This is an optimization exercise on Yosys and OpenROAD, whose aim is small area, not a production implementation.
Only simulation tests tie the RTL to the original design; equivalence was not proved.
Power figures rest on the tool's default switching activity, not on a simulated workload.

`flow/config.mk`:
```
export PLATFORM = sky130hd
export DESIGN_NAME = modbus_slave
export DESIGN_NICKNAME = modbus_slave
export VERILOG_FILES = /design/flow/design.v
export SDC_FILE = /design/flow/constraint.sdc
export NUM_CORES = 4
export LEC_CHECK = 0
export CAP_MARGIN = 10
export CORE_MARGIN = 2
export CORE_UTILIZATION = 40
export PLACE_DENSITY = 0.55
export SLEW_MARGIN = 10
```
`flow/constraint.sdc`:
```
create_clock -name core_clock -period 10.0 [get_ports {clk}]
set_input_delay 2.0000 -clock core_clock [delete_from_list [all_inputs] [get_ports {clk}]]
set_output_delay 2.0000 -clock core_clock [all_outputs]
set_load 0.01 [all_outputs]
```
`flow/design.v`:
```
module modbus_slave (
    input  wire        clk,
    input  wire        rst,            
    input  wire [7:0]  slave_addr,     
    input  wire [9:0]  t35_interval,   
    input  wire        time_unit,      
    input  wire        rx_valid,       
    input  wire [7:0]  rx_data,
    output wire        rx_en,
    output wire        tx_en,
    output wire        tx_valid,       
    output wire [7:0]  tx_data,
    input  wire        tx_ready,
    output wire        mem_req,        
    output wire        mem_we,
    output wire [15:0] mem_addr,
    output wire [31:0] mem_wdata,
    input  wire        mem_ack,
    input  wire [31:0] mem_rdata
);
    localparam [3:0] S_SIL    = 4'b0000,    
                     S_WAIT   = 4'b0001,    
                     S_READ   = 4'b0011,    
                     S_SEND   = 4'b0010,    
                     P_HDR    = 4'b0100,    
                     P_RSEND  = 4'b0101,    
                     P_CRC    = 4'b0110,    
                     P_ALIGN  = 4'b0111,    
                     P_RREQ   = 4'b1000,    
                     P_WSR    = 4'b1001,    
                     P_TAILRD = 4'b1010,    
                     P_WPAIR  = 4'b1011,    
                     P_TAILWR = 4'b1101;    
    localparam integer NB = 118;         
    reg [3:0]  st;
    reg [9:0]  sil_cnt;    
    reg [7:0]  rx_cur;
    reg [7:0]  rx_len;
    reg        rx_ovf;
    reg        addr_ok;
    reg [7:0]  fc;         
    reg [15:0] a_r;        
    reg [15:0] q_r;        
    reg [8*NB-1:0] dch;    
    reg        exc;        
    reg [15:0] crc;
    reg [2:0]  cnt;        
    wire busy = st[3] | st[2];               
    assign rx_en = !busy && st[0];
    assign tx_en = busy || (st[1] && !st[0]);
    wire        byte_acc = rx_valid && rx_en;       
    wire        tu       = time_unit && !busy && !byte_acc;
    wire        tick     = tu && (sil_cnt == 10'd1);
    wire        frame_b  = byte_acc && !st[1] && (rx_cur != 8'd128);
    wire        fc_rd = (fc == 8'h03) || (fc == 8'h04);
    wire        fc_ws = (fc == 8'h06);
    wire        fc_wm = (fc == 8'h10);
    wire        fc_ok = fc_rd || fc_ws || fc_wm;
    wire        k_rd  = !exc && fc_rd;
    wire        k_ws  = !exc && fc_ws;
    wire        k_wm  = !exc && fc_wm;
    wire [5:0]  lo_sum   = {1'b0, a_r[4:0]} + {1'b0, q_r[5:1]} + {5'd0, q_r[0]};
    wire        range_ok = a_r[15] ? (a_r[14:0] == 15'd0 && lo_sum == 6'd0)
                                   : !(&a_r[14:5] && lo_sum[5] && lo_sum[4:0] != 5'd0);
    wire [7:0]  wmr_need = {q_r[6:0], 1'b1} + 8'd8;       
    wire [7:0]  s117 = dch[8*117 +: 8];
    wire [7:0]  s116 = dch[8*116 +: 8];
    wire [7:0]  s115 = dch[8*115 +: 8];
    wire [7:0]  s114 = dch[8*114 +: 8];
    reg  [7:0]  hdr_byte;
    always @* begin
        case (cnt)
            3'd0: hdr_byte = slave_addr;
            3'd1: hdr_byte = fc;
            3'd2: hdr_byte = exc  ? {6'd0, fc_ok, !fc_ok} :
                             fc_rd ? {q_r[6:0], 1'b0} : a_r[15:8];
            3'd3: hdr_byte = a_r[7:0];
            3'd4: hdr_byte = q_r[15:8];
            default: hdr_byte = q_r[7:0];
        endcase
    end
    assign tx_valid = st[2] && !st[3] && !(st[1] && st[0]);
    assign tx_data  = (st == P_HDR)   ? hdr_byte :
                      (st == P_RSEND) ? dch[7:0] :
                      (st == P_CRC)   ? crc[7:0] : rx_data;
    wire [7:0]  crc_x   = crc[7:0] ^ tx_data;
    wire        crc_p   = ^crc_x;
    wire [15:0] crc_next = {crc_p, crc_p ^ crc_x[7], crc_x[7:2] ^ crc_x[6:1], crc[15] ^ crc_x[1] ^ crc_x[0],
                            crc[14] ^ crc_x[0], crc[13:9], crc[8] ^ crc_p};
    assign mem_req   = st[3];
    assign mem_we    = st[3] && st[0];
    assign mem_addr  = {1'b1, a_r[14:0]};
    assign mem_wdata = fc_ws ? {16'h0000, q_r} : {s115, s114, s117, s116};
    reg  [7:0]  rd_byte;
    always @* begin
        case (cnt[1:0])
            2'd0: rd_byte = mem_rdata[15:8];
            2'd1: rd_byte = mem_rdata[7:0];
            2'd2: rd_byte = mem_rdata[31:24];
            default: rd_byte = mem_rdata[23:16];
        endcase
    end
    wire hdr_last = (exc || fc_rd) ? (cnt == 3'd2) : (cnt == 3'd5);
    wire rd_ld = (st == P_RREQ) && mem_ack;
    wire dsh = (frame_b && rx_cur < 8'd125) ||
               (st == P_ALIGN && rx_len < 8'd125) || rd_ld;
    wire tail_ld = (st == P_TAILRD) && mem_ack;
    always @(posedge clk) begin
        if (dsh)
            dch <= {dch[8*NB-9:0], busy ? rd_byte : rx_data};
        else if (tail_ld)
            dch[8*114 +: 16] <= mem_rdata[31:16];
    end
    reg fin;
    always @(posedge clk) begin
        fin = 1'b0;
        if (rst) begin
            st      <= S_SIL;
            sil_cnt <= t35_interval;
            rx_cur  <= 8'd0;
            rx_ovf  <= 1'b0;
        end else begin
            if (byte_acc) begin
                sil_cnt <= t35_interval;
                if (rx_cur == 8'd128)
                    rx_ovf <= 1'b1;
                else
                    rx_cur <= rx_cur + 8'd1;
            end
            if (frame_b) begin
                crc <= crc_next;
                if (rx_cur == 8'd0) addr_ok <= (rx_data == slave_addr);
                if (rx_cur == 8'd1) fc <= rx_data;
                if (rx_cur < 8'd6) {a_r, q_r} <= {a_r[7:0], q_r, rx_data};
            end
            if (tu) begin
                if (tick) sil_cnt <= t35_interval;
                else      sil_cnt <= sil_cnt - 10'd1;
            end
            case (st)
                S_SIL: if (tick) begin
                    crc <= 16'hFFFF;
                    st  <= S_WAIT;
                end
                S_WAIT: if (tick && rx_cur != 8'd0) begin
                    rx_len <= rx_cur;
                    st     <= S_READ;
                end
                S_READ: if (tick) begin
                    rx_cur <= 8'd0;
                    st     <= S_SEND;
                end
                S_SEND: if (tick) begin
                    crc <= 16'hFFFF;
                    cnt <= 3'd0;
                    st  <= P_HDR;
                    if (rx_ovf || rx_len < 8'd4 || crc != 16'h0000 || !addr_ok)
                        fin = 1'b1;
                    else if (!fc_ok)
                        exc <= 1'b1;
                    else if (rx_len < (fc_wm ? 8'd9 : 8'd8))
                        fin = 1'b1;
                    else if (fc_rd)
                        exc <= (q_r > 16'd61 || !range_ok);
                    else if (fc_ws)
                        exc <= a_r[15];
                    else begin
                        exc <= (q_r > 16'd59 || !range_ok);
                        if (q_r <= 16'd59 && range_ok && rx_len < wmr_need)
                            fin = 1'b1;
                    end
                end
                P_ALIGN: begin
                    if (rx_len < 8'd125)
                        rx_len <= rx_len + 8'd1;
                    else if (q_r[5:0] == 6'd0) fin = 1'b1;
                    else if (q_r[5:0] == 6'd1) st <= P_TAILRD;
                    else                       st <= P_WPAIR;
                end
                P_HDR: begin
                    if (tx_ready) begin
                        crc <= crc_next;
                        cnt <= cnt + 3'd1;
                        if (hdr_last) begin
                            cnt <= 3'd0;
                            st  <= (k_rd && q_r[5:0] != 6'd0) ? P_RREQ : P_CRC;
                        end
                    end
                end
                P_RREQ: begin
                    if (mem_ack) st <= P_RSEND;
                end
                P_RSEND: begin
                    if (tx_ready) begin
                        crc <= crc_next;
                        cnt <= cnt + 3'd1;
                        if (cnt[1:0] == 2'd3) begin
                            q_r[5:1]  <= q_r[5:1] - 5'd1;
                            a_r[14:0] <= a_r[14:0] + 15'd1;
                        end
                        st <= (cnt[0] && q_r[5:0] == {4'd0, cnt[1], !cnt[1]}) ? P_CRC : P_RREQ;
                    end
                end
                P_CRC: begin
                    if (tx_ready) begin
                        crc <= crc_next;
                        cnt <= cnt + 3'd1;
                        if (cnt[0]) begin
                            if (k_ws)      st <= P_WSR;
                            else if (k_wm) st <= P_ALIGN;
                            else                    fin = 1'b1;
                        end
                    end
                end
                P_WSR: begin
                    if (mem_ack) fin = 1'b1;
                end
                P_WPAIR: begin
                    if (mem_ack) begin
                        a_r[14:0] <= a_r[14:0] + 15'd1;
                        q_r[5:1]  <= q_r[5:1] - 5'd1;
                        rx_len    <= 8'd121;
                        st        <= P_ALIGN;
                    end
                end
                P_TAILRD: begin
                    if (mem_ack) st <= P_TAILWR;
                end
                P_TAILWR: begin
                    if (mem_ack) fin = 1'b1;
                end
                default: ;
            endcase
            if (fin) begin
                rx_ovf <= 1'b0;
                st     <= S_SIL;
            end
        end
    end
endmodule
```
`flow/flow/run.sh`:
```
#!/bin/bash
# Standard ORFS layout (the standard.sh, standard synthesis unchanged) with two
# changes: port buffers use the smallest buffer cell, and clock tree synthesis uses
# larger sink clusters and inserts no dummy loads.
set -euo pipefail
export BUFFER_PORTS_ARGS="-buffer_cell sky130_fd_sc_hd__buf_1"
export CTS_ARGS="-sink_clustering_enable -repair_clock_nets -dont_use_dummy_load -buf_list sky130_fd_sc_hd__clkbuf_8 -sink_clustering_size 22 -sink_clustering_max_diameter 60"
bash standard.sh > standard_sh.log 2>&1
```
`flow/standard.sh`:
```
#!/bin/bash
# synth_recipe.tcl (not shown) runs the flow's synth.tcl, then flattens the netlist and writes it again
# the make line also repeats each setting of config.mk as NAME=value (left out here)
make -C /OpenROAD-flow-scripts/flow DESIGN_CONFIG=/design/flow/config.mk WORK_HOME=/design/flow/orfs CLKGATE_MAP_FILE= SYNTH_SCRIPT=/design/flow/synth_recipe.tcl "${@:-finish}"
```
==> flow_summary_export.csv, run 1 <==
group,metric,value,unit
status,status,"no timing/DRC/antenna violations",
placed_design,gp_congestion,0.888,
setup_path,path_delay_family,"compound AO/OA/AOI/OAI gates",
logic_synthesis,synth_flop_cell,"edfxtp_1",
grt,antenna_found_initial,6,
pwr,clock_power_share,0.279,
logic_synthesis,synthesis.nets,1911,
pwr,p_leak,0.0102,uW
sta,max_freq,0.174,GHz
sta,holdWs,359,ps
logic_synthesis,synthArstFlopShare,0,
route,drt_pre_antenna_iters,6,
logic_synthesis,syn_area_per_cell,19.9,sq um
logic_synthesis,ys_warn_count,1,
pwr,p_sw_frac,0.193,
setup_path,critPathKind,"reg2out",
route,drc,0,
grt,grt_max_degree,201,
setup_path,startpoint_type,"flip-flop",
route,drtIter0Drc,1758,
floorplanning,fp.dieH,304,microns
setup_path,worstPathRequired,8000,ps
worst_hold_path,min_path_type,"reg2reg",
cts,clock-sinks,1036,
setup_path,cp_cell_sequence,"or4_4 > a211oi_4 > mux2_1 > a221oi_1 > o21a_1 > inv_1 > buf_1",
setup_path,worst-path-max-fanout,13,
floorplanning,dieArea,0.0925,sq mm
grt,grt_pass1_vias,15800,
sta,setup-violations-final,0,
placed_design,post-place-ws,4460,ps
setup_path,critPathArrivalTime,3760,ps
logic_synthesis,synth_simple_gate_area_frac,0.0459,
logic_synthesis,synth_fa_ha_area_frac,0.0121,
floorplanning,die_w,304,microns
logic_synthesis,synth_top_family_by_area,"simple AND/OR/NAND/NOR gates",
cells_and_area,syn2layout_area_growth,7.94,%
cts,hold_buffers,0,
floorplanning,ios,125,
sta,tns,0,ps
route,final_antenna_net_count,0,
cts,cts-htree-levels,3,
cts,cts_tree,"built",
setup_path,slowest_delay,760,ps
sta,final.period_utilization,0.576,
grt,grt_use_total,0.139,
pwr,pwr_density_cell,174,mW/mm^2
pwr,power_frac_comb,0.019,
route,vias_per_cell,5.13,
placed_design,portBuffers,123,
setup_path,critPathSlowestCell,"a211oi_4",
pwr,p_sw,1300,uW
floorplanning,initial_core_util,0.402,
logic_synthesis,synth-edff-count,1023,
cells_and_area,nets,2061,
sta,rsz0062_at_grt,"no",
cts,clock_latency,690,ps
sta,tightest_slew,1240,ps
route,routed-via-count,16100,
floorplanning,rows,110,
logic_synthesis,ys_seq_elements,1036,
sta,timing.final.crit_period,5760,ps
cts,path_clk_slew,110,ps
job,maxCapViolations,0,
logic_synthesis,synth-seq-area-share,0.859,
sta,fin_skew,91.5,ps
cts,cts_buffers,76,
sta,slew_violations,0,
logic_synthesis,synth_cell_types,83,
logic_synthesis,synth_compound_area_frac,0.0422,
setup_path,cp_num_buf_inv,2,
pwr,p_int,5450,uW
cts,ctsResizeCount,0,
cells_and_area,n_fill_cell,7705,
logic_synthesis,netlist_area,0.0360,sq mm
grt,grt_pass1_wl,98500,microns
cts,clockBufferDepth,3,
logic_synthesis,synth_xor_area_frac,0.0152,
setup_path,end_kind,"output port",
route,finalWirelength,65200,microns
cells_and_area,layout_common_cells,"1,023 x edfxtp_1, 123 x buf_1, 89 x nand2_1",
cts,root_buffer,"clkbuf_8",
cells_and_area,final_common_cell,"edfxtp_1",
logic_synthesis,syn_inst,1814,
route,routedWlPerCell,20.7,microns
cts,postCtsSetupBuffers,0,
sta,relSlewSlack,0.167,
sta,final_hold_viol_count,0,
placed_design,hpwl,38800,microns
cells_and_area,drive_above_1_share,0.0744,
grt,gr-total-overflow,0,
floorplanning,coreArea,0.0896,sq mm
sta,fin_ws,4240,ps
logic_synthesis,synth_mux_area_frac,0.0129,
setup_path,rrSetupSlack,5330,ps
pwr,max-vdd-ir-drop,0.0000878,V
pwr,power_frac_seq,0.701,
## final timing paths
check | from | endpoint | cells past startpoint
worst max-delay path | fc[3]$_DFFE_PP_ | tx_data[1] | 7
worst min-delay path | dch[567]$_DFFE_PN_ | dch[575]$_DFFE_PN_ | 0
worst min register to register | dch[567]$_DFFE_PN_ | dch[575]$_DFFE_PN_ | 0
worst max register to register | cnt[0]$_DFFE_PP_ | crc[15]$_DFFE_PN_ | 10
## final cells by class
| type | instances | area [sq um] | area share |
|---|---|---|---|
| tap | 1176 | 1470 | 0.0378 |
| antenna | 6 | 15.0 | 0.000386 |
| multi-input combinational | 679 | 4650 | 0.120 |
| inverter | 30 | 113 | 0.00289 |
| clock buffer | 76 | 1050 | 0.0269 |
| sequential | 1036 | 31000 | 0.796 |
| timing repair buffer | 141 | 634 | 0.0163 |
## power groups by stage
stage          logic (uW)  registers (uW)  clock network, uW
2_1_floorplan        88.3            4820                  0
3_3_place_gp          125            4830                  0
3_5_place_dp          128            4840                  0
4_1_cts               129            4740               2010
5_1_grt               142            4740               2150
6_report              129            4740               1890
## metrics by stage
stage	util	std cells	total power [uW]	cell area [sq um]
after floorplan	-	1814	4910	36100
after global placement	0.422	3062	4960	37900
after detailed placement	0.422	3062	4960	37900
after CTS	0.434	3138	6880	38900
after global routing	0.434	3139	7030	38900
final	0.434	3144	6750	38900
## cells in the mapped netlist, types with 27 or more instances
library cell / instances / area [sq um]
and2_1: 27 / 169
inv_1: 30 / 113
xnor2_1: 27 / 236
clkbuf_1: 47 / 176
a21oi_1: 30 / 150
o21ai_0: 57 / 285
nand2_1: 89 / 334
ha_1: 31 / 388
edfxtp_1: 1023 / 30700
mux2_2: 34 / 383
nor2_1: 69 / 259
nand3_1: 41 / 205
## per-layer routing
layer  wire, microns  part of all wire  vias up  track usage
met5              34           0.00052        -            0
met4            1860             0.029        6       0.0524
met3            4890             0.075      127       0.0334
met2           26900              0.41      495        0.184
met1           31500              0.48     8184        0.218
li1                -                 -     7301            -
## sequential cells by signal, indices dropped and copies added (netlist names), 8 cells and up
signal / cells
rx_cur: 8
q_r: 16
fc: 8
rx_len: 8
dch: 944
a_r: 16
crc: 16
sil_cnt: 10
## worst reg2reg max path, cell delays in order, from the launching register on
cell,delay (ps)
edfxtp_1,480
inv_1,150
ha_1,910
a21o_1,510
o211ai_1,290
a211oi_2,550
xnor2_1,270
xnor3_1,480
xor3_1,430
xor2_1,220
o211ai_2,80
## cells by family after synthesis
logic type | after synthesis
AOI/OAI and AO/OA | 221
xor gates and xnor gates | 54
adders and majority gates | 34
buffers and inverters | 99
DFF | 1036
muxes | 42
other | 1
and+or+nand+nor | 327
==> run 2: changes to the inputs <==
--- a/flow/flow/run.sh
+++ b/flow/flow/run.sh
@@ -6,3 +6,3 @@
 export BUFFER_PORTS_ARGS="-buffer_cell sky130_fd_sc_hd__buf_1"
-export CTS_ARGS="-sink_clustering_enable -repair_clock_nets -dont_use_dummy_load -buf_list sky130_fd_sc_hd__clkbuf_8 -sink_clustering_size 22 -sink_clustering_max_diameter 60"
+export CTS_ARGS="-sink_clustering_enable -repair_clock_nets -dont_use_dummy_load -buf_list sky130_fd_sc_hd__clkbuf_8 -sink_clustering_size 18 -sink_clustering_max_diameter 50"
 bash standard.sh > standard_sh.log 2>&1
--- a/flow/config.mk
+++ b/flow/config.mk
@@ -9,4 +9,4 @@
 export CORE_MARGIN = 2
-export CORE_UTILIZATION = 40
-export PLACE_DENSITY = 0.55
+export CORE_UTILIZATION = 70
+export PLACE_DENSITY = 0.85
 export SLEW_MARGIN = 10
==> run 2 against run 1 <==
- non-clock buffer count fell by 2
- critical path depth did not move
- synthesized cell count did not move
- sequential share of layout area rose by 1.3 points
- die area fell by 42%
- via count rose by 2.6%
- synthesized area did not move
- combinational power barely moved
- fmax rose by 1.4%
- count of clock-buffer cells in the layout did not move
- critical endpoint unchanged
- largest power group unchanged
==> flow_summary_export.csv, run 2 <==
group,metric,value,unit
logic_synthesis,ys_warn_count,1,
setup_path,path_delay_family,"compound AO/OA/AOI/OAI gates",
cells_and_area,final_common_cell,"edfxtp_1",
sta,tns,0,ps
sta,timing.final.crit_period,5680,ps
cells_and_area,nets,2059,
logic_synthesis,synthesis.nets,1911,
grt,gr-total-overflow,0,
logic_synthesis,syn_inst,1814,
floorplanning,fp.dieH,231,microns
logic_synthesis,yosys-top-cells-count,"1,023 x edfxtp_1, 89 x nand2_1, 69 x nor2_1",
route,finalWirelength,66000,microns
placed_design,gp_congestion,0.959,
cts,clock_latency,680,ps
route,routed-via-count,16500,
grt,grt_use_total,0.253,
sta,setup-violations-final,0,
job,maxCapViolations,0,
sta,fin_ws,4320,ps
route,vias_per_cell,6.26,
grt,grt_max_degree,220,
route,routedWlPerCell,25.0,microns
setup_path,critPathArrivalTime,3680,ps
cells_and_area,fin_util,0.749,
cts,clockBufferDepth,3,
logic_synthesis,synth_cell_types,83,
setup_path,critPathSlowestCell,"a211oi_4",
route,final_antenna_net_count,0,
cells_and_area,final_cell_area,0.0383,sq mm
sta,final_hold_viol_count,0,
cells_and_area,drive_above_1_share,0.0740,
cells_and_area,diodes,0,
cells_and_area,stdcell_count,2640,
cts,postCtsSetupBuffers,0,
sta,max_freq,0.176,GHz
grt,grt_pass1_vias,16100,
setup_path,slowest_delay,730,ps
floorplanning,ios,125,
logic_synthesis,netlist_area,0.0360,sq mm
cts,cts_tree,"built",
sta,tightest_slew,1150,ps
cts,hold_buffers,0,
status,status,"no timing/DRC/antenna violations",
setup_path,end_kind,"output port",
pwr,p_leak,0.0102,uW
cts,cts-htree-levels,3,
setup_path,critPathKind,"reg2out",
setup_path,cp_cell_sequence,"or4_4 > a211oi_4 > mux2_1 > a221oi_1 > o21a_1 > inv_1 > buf_1",
logic_synthesis,ys_seq_elements,1036,
logic_synthesis,synth_largest_area_cell,"edfxtp_1",
sta,slew_violations,0,
floorplanning,coreArea,0.0511,sq mm
logic_synthesis,synth.most_common_cell,"edfxtp_1",
sta,final.period_utilization,0.568,
setup_path,worst-path-max-fanout,13,
floorplanning,initial_core_util,0.706,
pwr,pwr_density_cell,175,mW/mm^2
cts,cts_buffers,76,
setup_path,cp_num_buf_inv,2,
logic_synthesis,synthTopCellsByArea,"edfxtp_1 85%, ha_1 1.1%, mux2_2 1.1%",
route,drtIter0Drc,1968,
placed_design,post-place-ws,4690,ps
logic_synthesis,syn_area_per_cell,19.9,sq um
cells_and_area,top_register,"dch",
placed_design,place_area,0.0372,sq mm
placed_design,hpwl,41500,microns
pwr,max-vdd-ir-drop,0.000148,V
cts,ctsResizeCount,0,
grt,antenna_found_initial,2,
cells_and_area,syn2layout_area_growth,6.22,%
placed_design,placed_cells,2564,
cells_and_area,largest_register_ffs,944,
floorplanning,dieArea,0.0533,sq mm
route,drc,0,
route,drt_pre_antenna_iters,6,
floorplanning,die_w,231,microns
cts,root_buffer,"clkbuf_8",
logic_synthesis,synth-edff-count,1023,
placed_design,portBuffers,123,
cts,path_clk_slew,110,ps
sta,rsz0062_at_grt,"no",
logic_synthesis,synth_flop_cell,"edfxtp_1",
setup_path,worstPathRequired,8000,ps
sta,relSlewSlack,0.236,
cells_and_area,n_fill_cell,2728,
cells_and_area,layout_common_cells,"1,023 x edfxtp_1, 123 x buf_1, 89 x nand2_1",
cts,clock-sinks,1036,
setup_path,startpoint_type,"flip-flop",
floorplanning,rows,83,
sta,fin_skew,78.5,ps
worst_hold_path,min_path_type,"reg2reg",
grt,grt_pass1_wl,98900,microns
logic_synthesis,yosys.area.top_type_share,0.852,
logic_synthesis,synth-seq-area-share,0.859,
logic_synthesis,synthArstFlopShare,0,
==> run 2: cell counts after synthesis <==
No cell type changed its count.
==> run 2: path summary, 6_finish.rpt <==
kind         cells after the start                 end  slack [ps]                from
max reg2reg                     11    crc[0]$_DFFE_PN_        5440    cnt[0]$_DFFE_PP_
min                              0  dch[907]$_DFFE_PN_         390  dch[899]$_DFFE_PN_
max                              7          tx_data[1]        4320     fc[3]$_DFFE_PP_
min reg2reg                      0  dch[907]$_DFFE_PN_         390  dch[899]$_DFFE_PN_
==> run 2: per-stage QoR <==
step | hold slack, ps | power (uW)
global placement | 401 | 4950
floorplan | 400 | 4910
CTS | 372 | 6770
detailed placement | 405 | 4960
finish | 390 | 6710
global route | 377 | 6920
==> run 2: area by class of cell <==
cell class	instances	area [sq um]	share of cell area
well taps	680	851	0.0222
inverters	30	113	0.00294
repair buffers	139	632	0.0165
multi-input cells	679	4670	0.122
flip-flops and latches	1036	31000	0.809
clock buffers	76	1050	0.0273
==> run 2: report_power, final <==
part / internal, uW / switching (uW)
clock network: 683 / 1160
registers: 4710 / 25.0
logic: 54.1 / 75.2
==> run 2: routing by layer <==
| layer | up-vias | global-route usage | share of wire |
|---|---|---|---|
| met4 | 0 | 0.0732 | 0.026 |
| li1 | 7301 | - | - |
| met3 | 138 | 0.0513 | 0.077 |
| met1 | 8364 | 0.378 | 0.42 |
| met5 | - | 0 | 0 |
| met2 | 730 | 0.391 | 0.47 |
==> run 2: logic make-up after synthesis <==
group / Yosys count / share of synthesized area
adders and majority gates: 34 / 0.0121
buffers and inverters: 99 / 0.0121
AOI/OAI and AO/OA: 221 / 0.0422
and+or+nand+nor: 327 / 0.0459
muxes: 42 / 0.0129
DFF: 1036 / 0.859
other: 1 / 0.000104
xor gates and xnor gates: 54 / 0.0152

## what the ideal ports hide
No port has a modelled driver above. Below, the same layouts with a new extraction and two added sets of constraints. Step 1 sets driving cells, clkbuf_16 on the clock port and buf_2 on the other inputs (assumed; they add their load-dependent delay and slew). Step 2, shift: input delay + t, output delay - t, t = (earliest + latest rising clock arrival at the registers) / 2. This alone moves slack from input paths to output paths. a / b / c = ideal / step 1 / step 2; a / b = the first two.
run | t, ns | setup slack, ns | worst setup path at the end | clock arrival spread, ns | worst register clock-pin slew, ns
run 1 | 0.701 | 4.239 / 4.181 / 4.322 | input to output | 0.095 / 0.094 | 0.12 / 0.12
run 2 | 0.705 | 4.320 / 4.261 / 4.643 | input to output | 0.079 / 0.079 | 0.11 / 0.11
After both steps every run listed still meets setup and hold.
